Source: an optimization exercise on an open RTL-to-GDS flow (aim: small area, a short achievable clock period and few clock cycles). Production flows keep margins and buffers that such runs may drop. Function was checked by simulation only, so behaviour that the tests miss may differ from the original. Power figures rest on the tool's default switching activity, not on a simulated workload.

==> flow/design.v (excerpt) <==
module ckf (
    input  wire         clk,
    input  wire         rst,
    input  wire         cmd_valid,
    output wire         cmd_ready,
    input  wire [31:0]  cmd_word,
    input  wire [7:0]   cmd_len,
    input  wire         din_valid,
    output wire         din_ready,
    input  wire [7:0]   din_data,
    output wire         done,
    output wire [7:0]   lrc,
    output wire [15:0]  crc,
    output wire [15:0]  crcout,
    output wire [15:0]  status,
    output wire [31:0]  frm,
    output wire [5:0]   out_len,
    output wire [303:0] out_data,
    output wire [5:0]   rx_len,
    output wire [255:0] rx_data
);
    localparam OUT_MAX   = 38;
    localparam RXBUF_CAP = 32;
    function [15:0] crc_step;
        input [15:0] c;
        input [7:0]  b;
        integer k;
        reg [15:0] t;
        begin
            t = c ^ {8'h00, b};
            for (k = 0; k < 8; k = k + 1)
                t = t[0] ? ((t >> 1) ^ 16'h8408) : (t >> 1);
            crc_step = t;
        end
    endfunction
    reg [7:0]   lrc_r;
    reg [15:0]  crc_r;
    reg [3:0]   err_r;
    reg         ok_r;
    reg         pass_r;
    reg [31:0]  frm_r;
    reg [7:0]   ob [0:OUT_MAX-1];
    reg [5:0]   out_len_r;
    reg [7:0]   rb [0:RXBUF_CAP-1];
    reg [5:0]   rx_len_r;
    reg         complete_r;
    reg [1:0]   tier_r;
    wire [7:0] c_op = cmd_word[7:0];
    reg c_known, c_fmt_n, c_fmt_e;
    always @(*) begin
        c_known = 1'b1;
        c_fmt_n = 1'b0;
        c_fmt_e = 1'b0;
        case (c_op)
            8'h00, 8'h01, 8'h08, 8'h18: c_fmt_n = 1'b1;
            8'h02, 8'h03, 8'h04, 8'h09, 8'h0A, 8'h0B,
            8'h10, 8'h11, 8'h13, 8'h19: ;
            8'h12: c_fmt_e = 1'b1;
            default: c_known = 1'b0;
        endcase
    end
    wire c_ill  = !c_known || (!c_fmt_e && cmd_word[31:8] != 24'd0) ||
                  (c_fmt_n && cmd_len != 8'd0);
    wire c_long = cmd_len > 8'd32;
    wire c_vok  = !c_ill && !c_long;
    wire c_is12 = (c_op == 8'h12);
    wire c_t1   = (c_op == 8'h10);                   
    wire c_t2   = (c_op == 8'h12) || (c_op == 8'h0A);  
    wire c_z    = (cmd_len == 8'd0);
    reg         e_ill, e_long;
    reg         k_lrc_init, k_lrc_feed, k_lrc_calc, k_lrc_check;
    reg         k_crc_init, k_crc_feed, k_crc_calc, k_crc_check;
  ...
==> flow/config.mk <==
export PLATFORM = sky130hd
export DESIGN_NAME = ckf
export DESIGN_NICKNAME = ckf
export VERILOG_FILES = /design/flow/design.v
export SDC_FILE = /design/flow/constraint.sdc
export NUM_CORES = 4
export LEC_CHECK = 0
export CAP_MARGIN = 20
export CORE_MARGIN = 2
export CORE_UTILIZATION = 40
export SETUP_SLACK_MARGIN = 5
export SLEW_MARGIN = 20
==> flow/constraint.sdc <==
create_clock -name core_clock -period 8.0 [get_ports {clk}]
set_input_delay 1.6000 -clock core_clock [delete_from_list [all_inputs] [get_ports {clk}]]
set_output_delay 1.6000 -clock core_clock [all_outputs]
set_load 0.01 [all_outputs]
standard.sh (not shown) runs the stock make flow with config.mk's settings and CLKGATE_MAP_FILE= SYNTH_SCRIPT=/design/flow/synth_recipe.tcl, a recipe that flattens the netlist after the stock synthesis.
==> flow/flow/run.sh <==
#!/bin/bash
# Layout flow: the standard flow (standard.sh), unchanged synthesis, with
# the port buffers made of sky130_fd_sc_hd__buf_1 cells (buffer_ports
# -buffer_cell) instead of the cell buffer_ports picks by default.
# Each step's output goes to a log file of its own in this folder, and ORFS
# keeps its per-step logs under orfs/logs.
set -uo pipefail
bash standard.sh synth > synth.log 2>&1 || { echo "synth failed"; exit 1; }
bash standard.sh "BUFFER_PORTS_ARGS=-buffer_cell sky130_fd_sc_hd__buf_1" finish > layout.log 2>&1 || { echo "layout failed"; tail -30 layout.log; exit 1; }
echo "flow done"
Testbench counts at the start, summed over its fixed seeds: cycles 49,920.
Change:
- CTS_CLUSTER_DIAMETER: not set -> 150
- CTS_CLUSTER_SIZE: not set -> 20
What happened:
- The changed run ran to the end with no violations
- final cell count came out lower by about 2%
- clock power came out lower by 40%
- critical path depth came out higher by 7
- global-route usage came out lower by 0.41 points
- hold slack improves by 3.7 ps
- power came out lower by about 18%

[afterwards: timing with drivers on the ports]
Ports are ideal in the flow. The routed layouts listed here were re-timed in OpenROAD.
Step 1: set_driving_cell puts a clkbuf_16 on clk and a buf_2 on each other input, an assumption about the parent block.
Step 2 adds t to the input delays and takes it off the output delays; t is the mean of the earliest and latest rising clock arrival at the registers after step 1. Input paths then give back, and output paths get back, about the clock's delay inside the block.
Slacks: ideal / step 1 / step 2; pairs: ideal / step 1.
run	t, ns	slack for setup (ns)	clock arrival spread, ns
the first run	0.719	4.982 / 4.911 / 4.361	0.034 / 0.034
the second run	0.678	4.965 / 4.941 / 4.336	0.025 / 0.025
After both steps setup and hold are still met in every run listed. The setup slack of the second run, which loses most, moves by -0.024 ns with the drivers and by -0.629 ns with both steps.
